From an optimization exercise on the open Yosys and OpenROAD flow, aimed at a short achievable clock period and few clock cycles; shortcuts taken in it are not production practice.
No run shown here included a check of the RTL's function; only the layout flow was run.
No activity file was given, so power comes from the tool's default toggle rates.

--- flow/config.mk ---
export PLATFORM = sky130hd
export DESIGN_NAME = turquoise
export DESIGN_NICKNAME = turquoise
export VERILOG_FILES = /design/flow/design.v
export SDC_FILE = /design/flow/constraint.sdc
export NUM_CORES = 4
export LEC_CHECK = 0
export CAP_MARGIN = 20
export CORE_MARGIN = 2
export CORE_UTILIZATION = 40
export SLEW_MARGIN = 20
export SYNTH_MEMORY_MAX_BITS = 4096
--- flow/constraint.sdc ---
create_clock -name core_clock -period 12.0 [get_ports {clk}]
set_input_delay 2.4000 -clock core_clock [delete_from_list [all_inputs] [get_ports {clk}]]
set_output_delay 2.4000 -clock core_clock [all_outputs]
set_load 0.01 [all_outputs]
--- flow/design.v ---
module turquoise (
    input  wire        clk,
    input  wire        rst,
    input  wire        cmd_valid,
    output wire        cmd_ready,
    input  wire [1:0]  cmd_op,
    input  wire [7:0]  cmd_data,
    output reg         resp_valid,
    output reg         resp_halted,
    output reg         resp_fault,
    output reg  [15:0] cur_x,
    output reg  [15:0] cur_y,
    output reg         paint_valid,
    output reg  [8:0]  paint_x,
    output reg  [7:0]  paint_y,
    output reg         paint_color
);
    localparam ROM_SIZE = 128;
    localparam NT       = 42;       
    localparam QD       = 4;        
    localparam X0       = 16'd136;
    localparam Y0       = 16'd96;
    localparam OP_TICK  = 2'd0;
    localparam OP_BEGIN = 2'd1;
    localparam OP_BYTE  = 2'd2;
    localparam OP_END   = 2'd3;
    integer i;
    reg rdy;
    reg rst_r;
    assign cmd_ready = rdy;
    wire acc      = cmd_valid && rdy;
    wire acc_tick = acc && (cmd_op == OP_TICK);
    wire acc_end  = acc && (cmd_op == OP_END);
    reg       p_byte, p_begin, p_end;
    reg [7:0] p_data;
    always @(posedge clk) begin
        p_byte  <= acc && !rst && (cmd_op == OP_BYTE);
        p_begin <= acc && !rst && (cmd_op == OP_BEGIN);
        p_end   <= acc && !rst && (cmd_op == OP_END);
        p_data  <= cmd_data;
        rst_r   <= rst;
    end
    reg            act;
    reg [7:0]      mem  [0:2*ROM_SIZE-1];
    reg [7:0]      t_n1 [0:2*NT-1];     
    reg [7:0]      t_c1 [0:2*NT-1];     
    reg [6:0]      t_ps [0:2*NT-1];     
    reg [2*NT-1:0] t_v;
    reg [7:0]      s_len;
    reg            s_ovf;
    reg            s_term;      
    reg [7:0]      s_rem;       
    reg            s_cyc;       
    reg [7:0]      s_n1;        
    reg [2*NT-1:0] s_wp;        
    wire       s_room = !s_len[7];
    wire       s_fs   = !s_term && (s_rem == 8'd0);
    wire [7:0] half_d = {1'b0, p_data[7:1]} + {7'd0, p_data[0]};
    wire       s_app  = p_byte && s_room && s_cyc && (p_data != 8'd0);
    wire fault_cur  = s_ovf || (!s_term && (s_rem != 8'd0));
    wire fault_next = (p_begin || p_end) ? 1'b0 :
                      p_byte ? (!s_room ? 1'b1 :
                                s_fs    ? (p_data != 8'd0) :
                                          (!s_term && (s_rem != 8'd1))) :
                      fault_cur;
    wire do_load = p_end && !fault_cur && !rst_r;
    wire s_clr   = rst_r || p_begin || p_end;
    wire sb_next = rst_r ? 1'b1 : do_load ? act : ~act;
    always @(posedge clk) begin
        if (p_byte && s_room)
            mem[{~act, s_len[6:0]}] <= p_data;
        for (i = 0; i < 2*NT; i = i + 1)
            if (s_app && s_wp[i]) begin
                t_n1[i] <= s_n1;
                t_c1[i] <= p_data - 8'd1;
                t_ps[i] <= s_len[6:0] + 7'd1;
            end
    end
    always @(posedge clk) begin
        if (rst_r)
            act <= 1'b0;
        else if (do_load)
            act <= ~act;
        if (rst_r)
            t_v <= {(2*NT){1'b0}};
        else if (s_clr)
            t_v <= sb_next ? {{NT{1'b0}}, t_v[NT-1:0]} : {t_v[2*NT-1:NT], {NT{1'b0}}};
        else if (s_app)
            t_v <= t_v | s_wp;
        if (s_clr) begin
            s_len  <= 8'd0;
            s_ovf  <= 1'b0;
            s_term <= 1'b0;
            s_rem  <= 8'd0;
            s_cyc  <= 1'b0;
            s_wp   <= sb_next ? {{(NT-1){1'b0}}, 1'b1, {NT{1'b0}}} : {{(2*NT-1){1'b0}}, 1'b1};
        end else if (p_byte) begin
            if (!s_room) begin
                s_ovf <= 1'b1;
            end else begin
                s_len <= s_len + 8'd1;
                if (s_cyc)
                    s_cyc <= 1'b0;
                if (s_app)
                    s_wp <= s_wp << 1;
                if (s_fs) begin
                    if (p_data == 8'd0) begin
                        s_term <= 1'b1;
                    end else begin
                        s_rem <= 8'd1 + half_d;
                        s_n1  <= p_data - 8'd1;
                        s_cyc <= 1'b1;
                    end
                end else if (!s_term) begin
                    s_rem <= s_rem - 8'd1;
                end
            end
        end
    end
    reg            g_v;
    reg [7:0]      g_addr;
    reg [7:0]      g_krem;      
    reg [7:0]      g_prem;      
    reg [7:0]      g_n1;
    reg [6:0]      g_ps;
    reg            x_v;         
    reg [7:0]      x_n1;
    reg [7:0]      x_c1;
    reg [6:0]      x_ps;
    reg [2*NT-1:0] x_oh;        
    reg [2:0]      cred;        
    wire emit = g_v && (cred != 3'd0);
    reg          r_v;
    reg [7:0]    r_n1, r_c1;
    reg [6:0]    r_ps;
    always @(*) begin
        r_v  = 1'b0;
        r_n1 = 8'd0;
        r_c1 = 8'd0;
        r_ps = 7'd0;
        for (i = 0; i < 2*NT - 1; i = i + 1)
            if (i % NT != NT - 1) begin
                r_v  = r_v  | (x_oh[i] & t_v[i+1]);
                r_n1 = r_n1 | ({8{x_oh[i]}} & t_n1[i+1]);
                r_c1 = r_c1 | ({8{x_oh[i]}} & t_c1[i+1]);
                r_ps = r_ps | ({7{x_oh[i]}} & t_ps[i+1]);
            end
    end
    wire       f0_v  = act ? t_v[0]     : t_v[NT];
    wire [7:0] f0_n1 = act ? t_n1[0]    : t_n1[NT];
    wire [7:0] f0_c1 = act ? t_c1[0]    : t_c1[NT];
    wire [6:0] f0_ps = act ? t_ps[0]    : t_ps[NT];
    wire       f1_v  = act ? t_v[1]     : t_v[NT+1];
    wire [7:0] f1_n1 = act ? t_n1[1]    : t_n1[NT+1];
    wire [7:0] f1_c1 = act ? t_c1[1]    : t_c1[NT+1];
    wire [6:0] f1_ps = act ? t_ps[1]    : t_ps[NT+1];
    wire k_last = (g_krem == 8'd0);
    wire p_last = (g_prem == 8'd0);
    wire g_v_next = rst_r ? 1'b0 : do_load ? f0_v : (emit && k_last && p_last) ? x_v : g_v;
    always @(posedge clk) begin
        g_v <= g_v_next;
        if (do_load) begin
            g_addr <= {f0_ps, 1'b0};
            g_ps   <= f0_ps;
            g_n1   <= f0_n1;
            g_krem <= f0_n1;
            g_prem <= f0_c1;
            x_v    <= f1_v;
            x_n1   <= f1_n1;
            x_c1   <= f1_c1;
            x_ps   <= f1_ps;
            x_oh   <= act ? {{(2*NT-2){1'b0}}, 2'b10} : {{(NT-2){1'b0}}, 2'b10, {NT{1'b0}}};
        end else if (emit) begin
            if (!k_last) begin
                g_krem <= g_krem - 8'd1;
                g_addr <= g_addr + 8'd1;
            end else if (!p_last) begin
                g_prem <= g_prem - 8'd1;
                g_krem <= g_n1;
                g_addr <= {g_ps, 1'b0};
            end else begin
                g_n1   <= x_n1;
                g_krem <= x_n1;
                g_prem <= x_c1;
                g_ps   <= x_ps;
                g_addr <= {x_ps, 1'b0};
                x_v    <= r_v;
                x_n1   <= r_n1;
                x_c1   <= r_c1;
                x_ps   <= r_ps;
                x_oh   <= x_oh << 1;
            end
        end
    end
    reg [3:0] m1_c [0:31];
    reg [4:0] m1_hi;
    reg       m1_v;
    wire      m1_v_next = emit && !do_load && !rst_r;
    always @(posedge clk) begin
        for (i = 0; i < 32; i = i + 1)
            m1_c[i] <= g_addr[0] ? mem[{i[4:0], g_addr[3:1]}][3:0]
                                 : mem[{i[4:0], g_addr[3:1]}][7:4];
        m1_hi <= {act, g_addr[7:4]};
        m1_v  <= m1_v_next;
    end
    wire [3:0] arr_op = m1_c[m1_hi];
    wire       arr_v  = m1_v;
    reg [3:0] q_op [0:QD-1];
    reg [QD-1:0] q_v;
    wire pop = acc_tick && q_v[0];
    reg [3:0]    qn_op [0:QD-1];    
    reg [QD-1:0] qn_v;
    reg [3:0]    qp_op [0:QD-1];    
    reg [QD-1:0] qp_v;
    always @(*) begin
        for (i = 0; i < QD; i = i + 1) begin
            if (q_v[i] || !(arr_v && (i == 0 || q_v[i-1]))) begin
                qn_op[i] = q_op[i];
                qn_v[i]  = q_v[i];
            end else begin
                qn_op[i] = arr_op;
                qn_v[i]  = 1'b1;
            end
            if (i < QD - 1 && q_v[i+1]) begin
                qp_op[i] = q_op[(i+1) % QD];
                qp_v[i]  = 1'b1;
            end else begin
                qp_op[i] = arr_op;
                qp_v[i]  = arr_v && q_v[i];
            end
        end
    end
    wire q_clr = rst_r || do_load;
    wire q_v0_next = !q_clr && (pop ? qp_v[0] : qn_v[0]);
    always @(posedge clk) begin
        for (i = 0; i < QD; i = i + 1) begin
            q_op[i] <= pop ? qp_op[i] : qn_op[i];
            q_v[i]  <= !q_clr && (pop ? qp_v[i] : qn_v[i]);
        end
    end
    wire [2:0] cred_e = cred - {2'd0, emit};
    always @(posedge clk) begin
        if (q_clr)
            cred <= QD;
        else
            cred <= pop ? cred_e + 3'd1 : cred_e;
    end
    wire exhausted_next = !g_v_next && !m1_v_next && !q_v0_next;
    always @(posedge clk) begin
        rdy <= !rst && !acc_end && (q_v0_next || exhausted_next);
    end
    reg flipx, flipy, mirror, draw, color;
    wire [3:0] op = q_op[0];
    reg              is_move;
    reg signed [1:0] dx, dy;
    always @(*) begin
        is_move = 1'b1;
        dx = 2'sd0;
        dy = 2'sd0;
        case (op)
            4'h1: begin dx =  2'sd1; dy =  2'sd0; end
            4'h2: begin dx = -2'sd1; dy =  2'sd0; end
            4'h4: begin dx =  2'sd0; dy = -2'sd1; end
            4'h5: begin dx =  2'sd1; dy = -2'sd1; end
            4'h6: begin dx = -2'sd1; dy = -2'sd1; end
            4'h8: begin dx =  2'sd0; dy =  2'sd1; end
            4'h9: begin dx =  2'sd1; dy =  2'sd1; end
            4'hA: begin dx = -2'sd1; dy =  2'sd1; end
            default: is_move = 1'b0;
        endcase
    end
    wire signed [1:0] mx = mirror ? dy : dx;
    wire signed [1:0] my = mirror ? dx : dy;
    wire signed [1:0] ex = flipx ? -mx : mx;
    wire signed [1:0] ey = flipy ? -my : my;
    wire x_inc = (ex == 2'sd1);
    wire x_dec = (ex == -2'sd1);
    wire y_inc = (ey == 2'sd1);
    wire y_dec = (ey == -2'sd1);
    wire signed [15:0] sx = $signed(cur_x);
    wire signed [15:0] sy = $signed(cur_y);
    wire [15:0] nx = x_inc ? cur_x + 16'd1 : x_dec ? cur_x - 16'd1 : cur_x;
    wire [15:0] ny = y_inc ? cur_y + 16'd1 : y_dec ? cur_y - 16'd1 : cur_y;
    wire inx = x_inc ? (sx >= -16'sd1 && sx <= 16'sd270) :
               x_dec ? (sx >=  16'sd1 && sx <= 16'sd272) :
                       (sx >=  16'sd0 && sx <= 16'sd271);
    wire iny = y_inc ? (sy >= -16'sd1 && sy <= 16'sd190) :
               y_dec ? (sy >=  16'sd1 && sy <= 16'sd192) :
                       (sy >=  16'sd0 && sy <= 16'sd191);
    wire paint_spec = is_move && draw && inx && iny;
    always @(posedge clk) begin
        if (rst_r) begin
            cur_x  <= X0;
            cur_y  <= Y0;
            flipx  <= 1'b0;
            flipy  <= 1'b0;
            mirror <= 1'b0;
            draw   <= 1'b1;
            color  <= 1'b1;
        end else if (pop) begin
            cur_x <= nx;
            cur_y <= ny;
            if (op == 4'h3) flipx  <= ~flipx;
            if (op == 4'hB) flipy  <= ~flipy;
            if (op == 4'h7) mirror <= ~mirror;
            if (op == 4'hC) color  <= ~color;
            if (op == 4'hD) draw   <= ~draw;
        end
    end
    always @(posedge clk) begin
        resp_valid  <= acc && !rst;
        paint_valid <= pop && !rst && paint_spec;
        paint_x     <= nx[8:0];
        paint_y     <= ny[7:0];
        paint_color <= color;
        resp_halted <= !q_v[0];
        resp_fault  <= fault_next;
    end
endmodule
--- flow/flow/run.sh ---
#!/bin/bash
set -euo pipefail
bash standard.sh SETUP_SLACK_MARGIN=8 TNS_END_PERCENT=100 finish > standard_flow.log 2>&1
--- flow/standard.sh ---
#!/bin/bash
# synth_recipe.tcl (not shown) runs the flow's synth.tcl, then flattens the netlist and writes it again
# the make line also repeats each setting of config.mk as NAME=value (left out here)
make -C /OpenROAD-flow-scripts/flow DESIGN_CONFIG=/design/flow/config.mk WORK_HOME=/design/flow/orfs CLKGATE_MAP_FILE= SYNTH_SCRIPT=/design/flow/synth_recipe.tcl "${@:-finish}"
==> results of run 1 <==
[through the flow]
stage          setup WS [ns]  std cells
6_report                7.82      15197
5_1_grt                 7.98      15176
4_1_cts                 7.74      15164
3_5_place_dp            6.81      14305
3_3_place_gp            6.79      14305
2_1_floorplan           6.23       8819
[critical path, stage by stage, from the launching register on]
cell	delay (ns)
edfxtp_1	0.82
buf_4	0.52
a22oi_1	0.40
nand4_1	0.18
nor4_1	0.77
nand4_1	0.33
nor4_4	0.79
a21oi_1	0.09
[power groups by stage]
stage / combinational (mW) / sequential (mW) / clock (mW)
after floorplan: 0.216 / 17.8 / 0
after global placement: 0.445 / 17.7 / 0
after detailed placement: 0.465 / 17.7 / 0
after CTS: 0.470 / 17.4 / 14.3
after global routing: 0.501 / 17.4 / 14.9
final: 0.478 / 17.4 / 14.2
[routing by layer]
layer  vias to the layer above  GRT usage  share of wire
li1                      37021          -              -
met1                     50126      0.333           0.35
met2                      8012      0.386           0.44
met3                      1691     0.0888           0.15
met4                        16      0.120          0.057
met5                         -   0.000665        0.00025
[state kept, by name (all words and copies together), names as in the netlist, 9 cells and up, named ones only]
| name | cells |
|---|---|
| mem | 2048 |
| t_c1 | 672 |
| t_n1 | 672 |
| t_ps | 588 |
| m1_c | 128 |
| s_wp | 84 |
| t_v | 84 |
| x_oh | 82 |
| cur_x | 16 |
| cur_y | 16 |
| q_op | 16 |
| paint_x | 9 |
[cells in the mapped netlist, types with 37 or more instances]
cell / count / area (um^2)
and2_1: 168 / 1050
mux2i_1: 89 / 891
nor3_1: 67 / 335
edfxtp_1: 4232 / 127000
nand4_1: 161 / 1010
nand2_1: 159 / 597
nand3_1: 125 / 626
and3_1: 99 / 619
a22oi_1: 462 / 3470
nor4_1: 50 / 313
inv_1: 37 / 139
nor2_1: 466 / 1750
o21ai_0: 67 / 335
mux4_2: 618 / 13900
nor2b_1: 54 / 338
dfxtp_1: 327 / 6550
clkbuf_1: 453 / 1700
a221oi_1: 246 / 2150
a21oi_1: 187 / 936
a211oi_1: 45 / 338
buf_1: 55 / 206
a22o_1: 249 / 2180
xnor2_1: 46 / 403
buf_2: 48 / 240
[path summary, 6_finish.rpt]
kind,startpoint,end,cells past startpoint
min,color,paint_color,0
max,x_oh[50],x_c1[3],7
min reg2reg,color,paint_color,0
max reg2reg,x_oh[50],x_c1[3],7
[kinds of logic (layout without fill, tap and decap cells)]
group | Yosys count | count (layout) | synth area share
AO/OA/AOI/OAI | 1381 | 1381 | 0.0614
other | 0 | 22 | 0
AND/OR/NAND/NOR | 1427 | 1432 | 0.0427
adder cells (fa/ha/maj) | 27 | 27 | 0.00199
multiplexers | 736 | 736 | 0.0891
XOR/XNOR | 85 | 85 | 0.00451
flip-flops | 4559 | 4559 | 0.786
buffers and inverters | 604 | 1292 | 0.0140
[layout make-up]
class | count | area (um^2) | share of cell area
Inverter | 37 | 150 | 0.000774
Clock inverter | 283 | 3030 | 0.0156
Multi-Input combinational cell | 3661 | 34700 | 0.179
Timing Repair Buffer | 429 | 3470 | 0.0179
Clock buffer | 543 | 11700 | 0.0601
Sequential cell | 4559 | 134000 | 0.690
Antenna cell | 22 | 55.1 | 0.000284
Tap cell | 5663 | 7090 | 0.0365
[timing repair]
| action | 4_1_cts | 5_1_grt |
|---|---|---|
| gates resized for setup | 337 | 24 |
| gates cloned | 3 | 3 |
| pin swaps | 4 | 2 |
| setup buffers | 30 | 8 |
| setup endpoints to repair | 2237 | 1082 |
==> insert_results.sql, run 1 <==
INSERT INTO impl_metrics (metric_group, metric, value, unit) VALUES
('status', 'run_status', 'timing/DRC/antenna clean', ''),
('route', 'detailroute.via_count', '96866', ''),
('clock_tree', 'cts_sinks', '4559', ''),
('power_and_ir_drop', 'max-vdd-ir-drop', '133', 'uV'),
('logic_synthesis', 'synth-main-ff-cell', 'edfxtp_1', ''),
('logic_synthesis', 'ys.warnings.count', '10', ''),
('route', 'drcViolationCount', '0', ''),
('power_and_ir_drop', 'power_frac_seq', '0.543', ''),
('power_and_ir_drop', 'internal_power', '25.6', 'mW'),
('die', 'floorplan.die_area', '0.430', 'mm^2'),
('die', 'initial_utilization', '0.401', ''),
('route', 'drt_pass_1_iters', '28', ''),
('global_routing', 'grt_first_pass_wirelength', '768000', 'um'),
('sta', 'final_period_minus_worst_setup_slack', '4.18', 'ns'),
('layout', 'leading_cell_types_in_the_layout_fill_and_taps_excluded', 'edfxtp_1, mux4_2, a22oi_1, nor2_1, clkbuf_16', ''),
('run', 'max-cap-violations', '0', ''),
('sta', 'maxSlewHeadroom', '0.195', ''),
('layout', 'finish.net_count', '9167', ''),
('route', 'avgViaCountPerCell', '6.37', ''),
('die', 'io_pins', '68', ''),
('layout', 'utilization', '0.458', ''),
('die', 'floorplan.core_area', '0.423', 'mm^2'),
('power_and_ir_drop', 'power.static_leakage', '61.6', 'nW'),
('sta', 'timing.clock.skew', '0.0939', 'ns'),
('power_and_ir_drop', 'switching_power_summed_over_all_nets', '6.48', 'mW'),
('sta', 'achievable-frequency', '0.239', 'GHz'),
('layout', 'most_common_cell_after_layout_fill_and_taps_aside', 'edfxtp_1', ''),
('clock_tree', 'clk_pin_slew_worst_paths', '0.06', 'ns'),
('logic_synthesis', 'syn_nets', '8859', ''),
('power_and_ir_drop', 'power.density_cell_area', '165', 'mW/mm^2'),
('logic_synthesis', 'synthDistinctLibCells', '81', ''),
('clock_tree', 'cts-htree-levels', '5', ''),
('logic_synthesis', 'synthesis.area_per_instance', '19.3', 'um^2'),
('sta', 'timing_worst_slew_pin_value', '1.21', 'ns'),
('layout', 'postLayoutCellArea', '0.194', 'mm^2'),
('logic_synthesis', 'syn-cell-area', '0.170', 'mm^2'),
('power_and_ir_drop', 'power.clock.fraction', '0.442', ''),
('logic_synthesis', 'synth_edf_count', '4232', ''),
('clock_tree', 'worst_skew_pair.late_latency', '1.03', 'ns'),
('sta', 'timing.final.setup_violations', '0', ''),
('power_and_ir_drop', 'share_comb_of_total_power', '0.015', ''),
('sta', 'finalMaxSlewViolations', '0', ''),
('global_routing', 'number_of_antenna_violations_at_the_first_check_in_global_routing', '33', ''),
('logic_synthesis', 'seq_area_frac_synth', '0.786', ''),
('route', 'drt_iter0_markers', '18408', ''),
('setup_path', 'endpoint_kind', 'flip-flop', ''),
('setup_path', 'cp.required', '12.75', 'ns'),
('logic_synthesis', 'ys_ff_latch', '4559', ''),
('die', 'rows', '239', ''),
('clock_tree', 'cts_hold_buffers', '0', ''),
('sta', 'grt_setup_unrepaired', 'true', ''),
('route', 'routed_wire_length_per_instance', '37.4', 'um'),
('route', 'postRouteWirelength', '569000', 'um'),
('place', 'place_congestion', '0.897', ''),
('worst_hold_path', 'hold_path_class', 'reg -> reg', ''),
('route', 'ant_nets', '0', ''),
('sta', 'timing.final.hold_violations', '0', ''),
('power_and_ir_drop', 'power.switching_fraction', '0.202', ''),
('global_routing', 'grt_overflow_total', '0', ''),
('place', 'hpwl', '315000', 'um'),
('setup_path', 'timing.setup.critical_path_class', 'reg -> reg', ''),
('global_routing', 'gr-usage-all-layers', '0.256', ''),
('sta', 'timing.final.crit_share', '0.349', ''),
('global_routing', 'pin_count_of_the_biggest_net_entering_global_routing', '162', ''),
('layout', 'post_route_cells_drive_above_1_share', '0.205', ''),
('logic_synthesis', 'async_reset_ff_frac', '0', ''),
('setup_path', 'worst_ep_arrival_time', '4.93', 'ns'),
('die', 'chipWidth', '656', 'um'),
('sta', 'holdWs', '0.368', 'ns'),
('clock_tree', 'clk_path_buf_depth', '4', ''),
('layout', 'areaGrowthSynthToFinish', '14.1', '%');
==> inputs of run 2 (changes only) <==
==> flow/run.sh (new file) <==
#!/bin/bash
# synth_recipe.tcl (not shown) runs the flow's synth.tcl, then flattens the netlist and writes it again
# the make line also repeats each setting of config.mk as NAME=value (left out here)
make -C /OpenROAD-flow-scripts/flow DESIGN_CONFIG=/design/flow/config.mk WORK_HOME=/design/flow/orfs CLKGATE_MAP_FILE= SYNTH_SCRIPT=/design/flow/synth_recipe.tcl finish
removed: flow/flow/run.sh
removed: flow/standard.sh
==> insert_results.sql, run 2 <==
INSERT INTO impl_metrics (metric_group, metric, value, unit) VALUES
('power_and_ir_drop', 'power.static_leakage', '60.8', 'nW'),
('place', 'hpwl', '315000', 'um'),
('setup_path', 'largest_incremental_delay_on_the_critical_path', '0.90', 'ns'),
('clock_tree', 'cts_setup_buffers', '0', ''),
('logic_synthesis', 'yosys-top-cells-area', 'edfxtp_1, mux4_2, dfxtp_1', ''),
('global_routing', 'grt_overflow_total', '0', ''),
('layout', 'leading_cell_types_in_the_layout_fill_and_taps_excluded', 'edfxtp_1, mux4_2, nor2_1, a22oi_1, clkbuf_16', ''),
('route', 'postRouteWirelength', '565000', 'um'),
('layout', 'post_route_cells_drive_above_1_share', '0.185', ''),
('clock_tree', 'cts_tree', 'done', ''),
('die', 'initial_utilization', '0.401', ''),
('layout', 'most_common_cell_after_layout_fill_and_taps_aside', 'edfxtp_1', ''),
('setup_path', 'timing.setup.critical_path_class', 'reg -> reg', ''),
('logic_synthesis', 'synthDistinctLibCells', '81', ''),
('setup_path', 'worstSetupStartpointType', 'flip-flop', ''),
('setup_path', 'crit_top_cell', 'buf_4', ''),
('logic_synthesis', 'synth-main-ff-cell', 'edfxtp_1', ''),
('clock_tree', 'cts-htree-levels', '5', ''),
('clock_tree', 'cts_hold_buffers', '0', ''),
('place', 'buffer_ports.inserted', '67', ''),
('logic_synthesis', 'ys_ff_latch', '4559', ''),
('global_routing', 'groute.layer.met2.usage', '0.386', ''),
('logic_synthesis', 'syn-cell-area', '0.170', 'mm^2'),
('clock_tree', 'worst_skew_pair.late_latency', '1.03', 'ns'),
('clock_tree', 'root_buffer', 'clkbuf_16', ''),
('die', 'chipWidth', '656', 'um'),
('logic_synthesis', 'syn_nets', '8859', ''),
('logic_synthesis', 'seq_area_frac_synth', '0.786', ''),
('logic_synthesis', 'ys.warnings.count', '10', ''),
('layout', 'largest_register_ffs', '2048', ''),
('route', 'detailroute.via_count', '96515', ''),
('sta', 'finalMaxSlewViolations', '0', ''),
('logic_synthesis', 'synth_edf_count', '4232', ''),
('route', 'routed_wire_length_per_instance', '37.3', 'um'),
('setup_path', 'cp.required', '12.60', 'ns'),
('clock_tree', 'cts_sinks', '4559', ''),
('setup_path', 'timing.critical_path.fanout_max', '87', ''),
('die', 'die-height', '656', 'um'),
('sta', 'timing.final.setup_violations', '0', ''),
('setup_path', 'worstPathCellList', 'inv_2 -> buf_4 -> ha_1 -> nand3b_1 -> nor3_1 -> nor2_4 -> buf_4 -> and3_2 -> buf_4', ''),
('global_routing', 'gr-usage-all-layers', '0.255', ''),
('setup_path', 'timing.critical_path.max_delay_family', 'buffers and inverters', ''),
('clock_tree', 'cts-buffers-inserted', '441', ''),
('layout', 'finish.net_count', '9104', ''),
('route', 'ant_nets', '0', ''),
('route', 'drt_iter0_markers', '17919', ''),
('route', 'drt_pass_1_iters', '30', ''),
('setup_path', 'worst_ep_arrival_time', '5.69', 'ns'),
('power_and_ir_drop', 'max-vdd-ir-drop', '126', 'uV'),
('layout', 'areaGrowthSynthToFinish', '13.4', '%'),
('clock_tree', 'cts_resized', '0', ''),
('global_routing', 'grt_first_pass_wirelength', '766000', 'um'),
('global_routing', 'via_count_of_the_first_global_routing_pass', '92648', ''),
('logic_synthesis', 'synth.top_cells.by_count', 'edfxtp_1, mux4_2, nor2_1', ''),
('sta', 'achievable-frequency', '0.197', 'GHz'),
('setup_path', 'critical-path-slowest-cell', 'dfxtp_4', ''),
('run', 'max-cap-violations', '0', ''),
('global_routing', 'global_route.usage.met1', '0.331', ''),
('global_routing', 'number_of_antenna_violations_at_the_first_check_in_global_routing', '43', ''),
('sta', 'timing.final.crit_share', '0.424', ''),
('die', 'floorplan.die_area', '0.430', 'mm^2'),
('logic_synthesis', 'async_reset_ff_frac', '0', ''),
('clock_tree', 'clk_pin_slew_worst_paths', '0.06', 'ns'),
('logic_synthesis', 'most_common_cell_in_the_netlist', 'edfxtp_1', ''),
('route', 'drcViolationCount', '0', ''),
('place', 'place_congestion', '0.896', ''),
('die', 'floorplan.core_area', '0.423', 'mm^2'),
('route', 'avgViaCountPerCell', '6.38', ''),
('status', 'run_status', 'timing/DRC/antenna clean', ''),
('layout', 'nFillCells', '35494', ''),
('clock_tree', 'clk_path_buf_depth', '4', ''),
('logic_synthesis', 'yosysTopAreaCell', 'edfxtp_1', ''),
('die', 'rows', '239', ''),
('sta', 'maxSlewHeadroom', '0.124', ''),
('power_and_ir_drop', 'power.density_cell_area', '164', 'mW/mm^2'),
('logic_synthesis', 'synth_top_cell_area_share', '0.748', ''),
('setup_path', 'endpoint_kind', 'flip-flop', ''),
('global_routing', 'pin_count_of_the_biggest_net_entering_global_routing', '185', ''),
('global_routing', 'grt_util_met3', '0.0828', ''),
('setup_path', 'path_buf_inv', '4', ''),
('sta', 'timing.final.hold_violations', '0', ''),
('sta', 'holdWs', '0.380', 'ns'),
('sta', 'timing_worst_slew_pin_value', '1.30', 'ns'),
('sta', 'setup_total_negative_slack', '0', 'ns'),
('die', 'io_pins', '68', ''),
('sta', 'timing.clock.skew', '0.105', 'ns'),
('global_routing', 'grt_most_used_layer', 'met2', ''),
('logic_synthesis', 'synthesis.area_per_instance', '19.3', 'um^2'),
('sta', 'final_period_minus_worst_setup_slack', '5.08', 'ns'),
('worst_hold_path', 'hold_path_class', 'reg -> reg', ''),
('logic_synthesis', 'synth_cells', '8819', ''),
('sta', 'grt_setup_unrepaired', 'false', '');
## run 2: cell types whose count changed in the layout (fill, tap and decap cells not counted), sizes merged, moves of 3 or more
cell / change
buf: -106
clkdlybuf4s50: +56
clkbuf: +36
bufinv: -25
clkinv: -24
diode: +15
clkinvlp: -10
clkdlybuf4s15: -7
inv: +7
nand2: -3
## run 2: through the flow
step                instances  cell area [um^2]  power (mW)  worst slack (ns)   util
floorplan                8819            170000        18.0              2.76      -
global placement        14280            178000        18.2              6.62  0.421
detailed placement      14281            178000        18.2              6.60  0.421
CTS                     15092            193000        31.7              7.08  0.455
global route            15105            193000        32.3              6.76  0.455
finish                  15132            193000        31.6              6.92  0.455
## run 2: layout make-up
cell class	instances	area, um^2	share of cell area
well taps	5663	7090	0.0368
inverters	37	139	0.000721
repair buffers	369	3070	0.0159
clock buffers	580	11900	0.0619
clock inverters	231	2210	0.0114
multi-input cells	3656	34500	0.179
diodes	37	92.6	0.000481
flip-flops and latches	4559	134000	0.694
## run 2: metal layers
| layer | vias to the layer above | share of wire |
|---|---|---|
| li1 | 36897 | - |
| met1 | 49917 | 0.35 |
| met2 | 7967 | 0.44 |
| met3 | 1726 | 0.14 |
| met4 | 8 | 0.059 |
| met5 | - | 0.00014 |
## run 2: logic make-up after synthesis
logic type	after synthesis	synth area share
compound gates	1381	0.0614
xor+xnor	85	0.00451
fa+ha+maj	27	0.00199
buf+inv	604	0.0140
flops	4559	0.786
mux	736	0.0891
simple gates	1427	0.0427
## run 2: path summary, 6_finish.rpt
path	from	endpoint	slack, ns	cells past startpoint
max	p_data[0]	t_n1[64][0]	6.92	9
min	color	paint_color	0.38	0
max reg2reg	p_data[0]	t_n1[64][0]	6.92	9
min reg2reg	color	paint_color	0.38	0
## run 2: power by group
part	leakage [nW]	switching (mW)	internal (mW)
combinational	12.8	0.346	0.122
sequential	41.1	0.0782	17.3
clock	6.89	6.02	7.69
total	60.8	6.44	25.1

[what the ideal ports hide]
How much do the figures lean on ideal ports? The routed layouts below were timed once more, with nothing changed but the port constraints.
Step 1: set_driving_cell puts a clkbuf_16 on clk and a buf_2 on each other input, an assumption about the parent block.
Step 2 times the ports against the registers' clock, not the clock port: input delays grow and output delays shrink by t, the midpoint of the rising clock arrivals with the driver on.
Three values: ideal, step 1, step 2; two values: the first two.
run	t (ns)	setup slack, ns	clock arrival spread, ns	worst register clock-pin slew, ns	pins driven straight from the clock port
run 1	1.097	7.816 / 7.816 / 7.111	0.100 / 0.100	0.07 / 0.07	1
run 2	1.100	6.916 / 6.916 / 6.573	0.107 / 0.108	0.07 / 0.07	1
After both steps setup and hold are still met in every run listed. For run 1, which loses most, drivers alone change the setup slack by 0.000 ns; drivers and shift together by -0.705 ns.
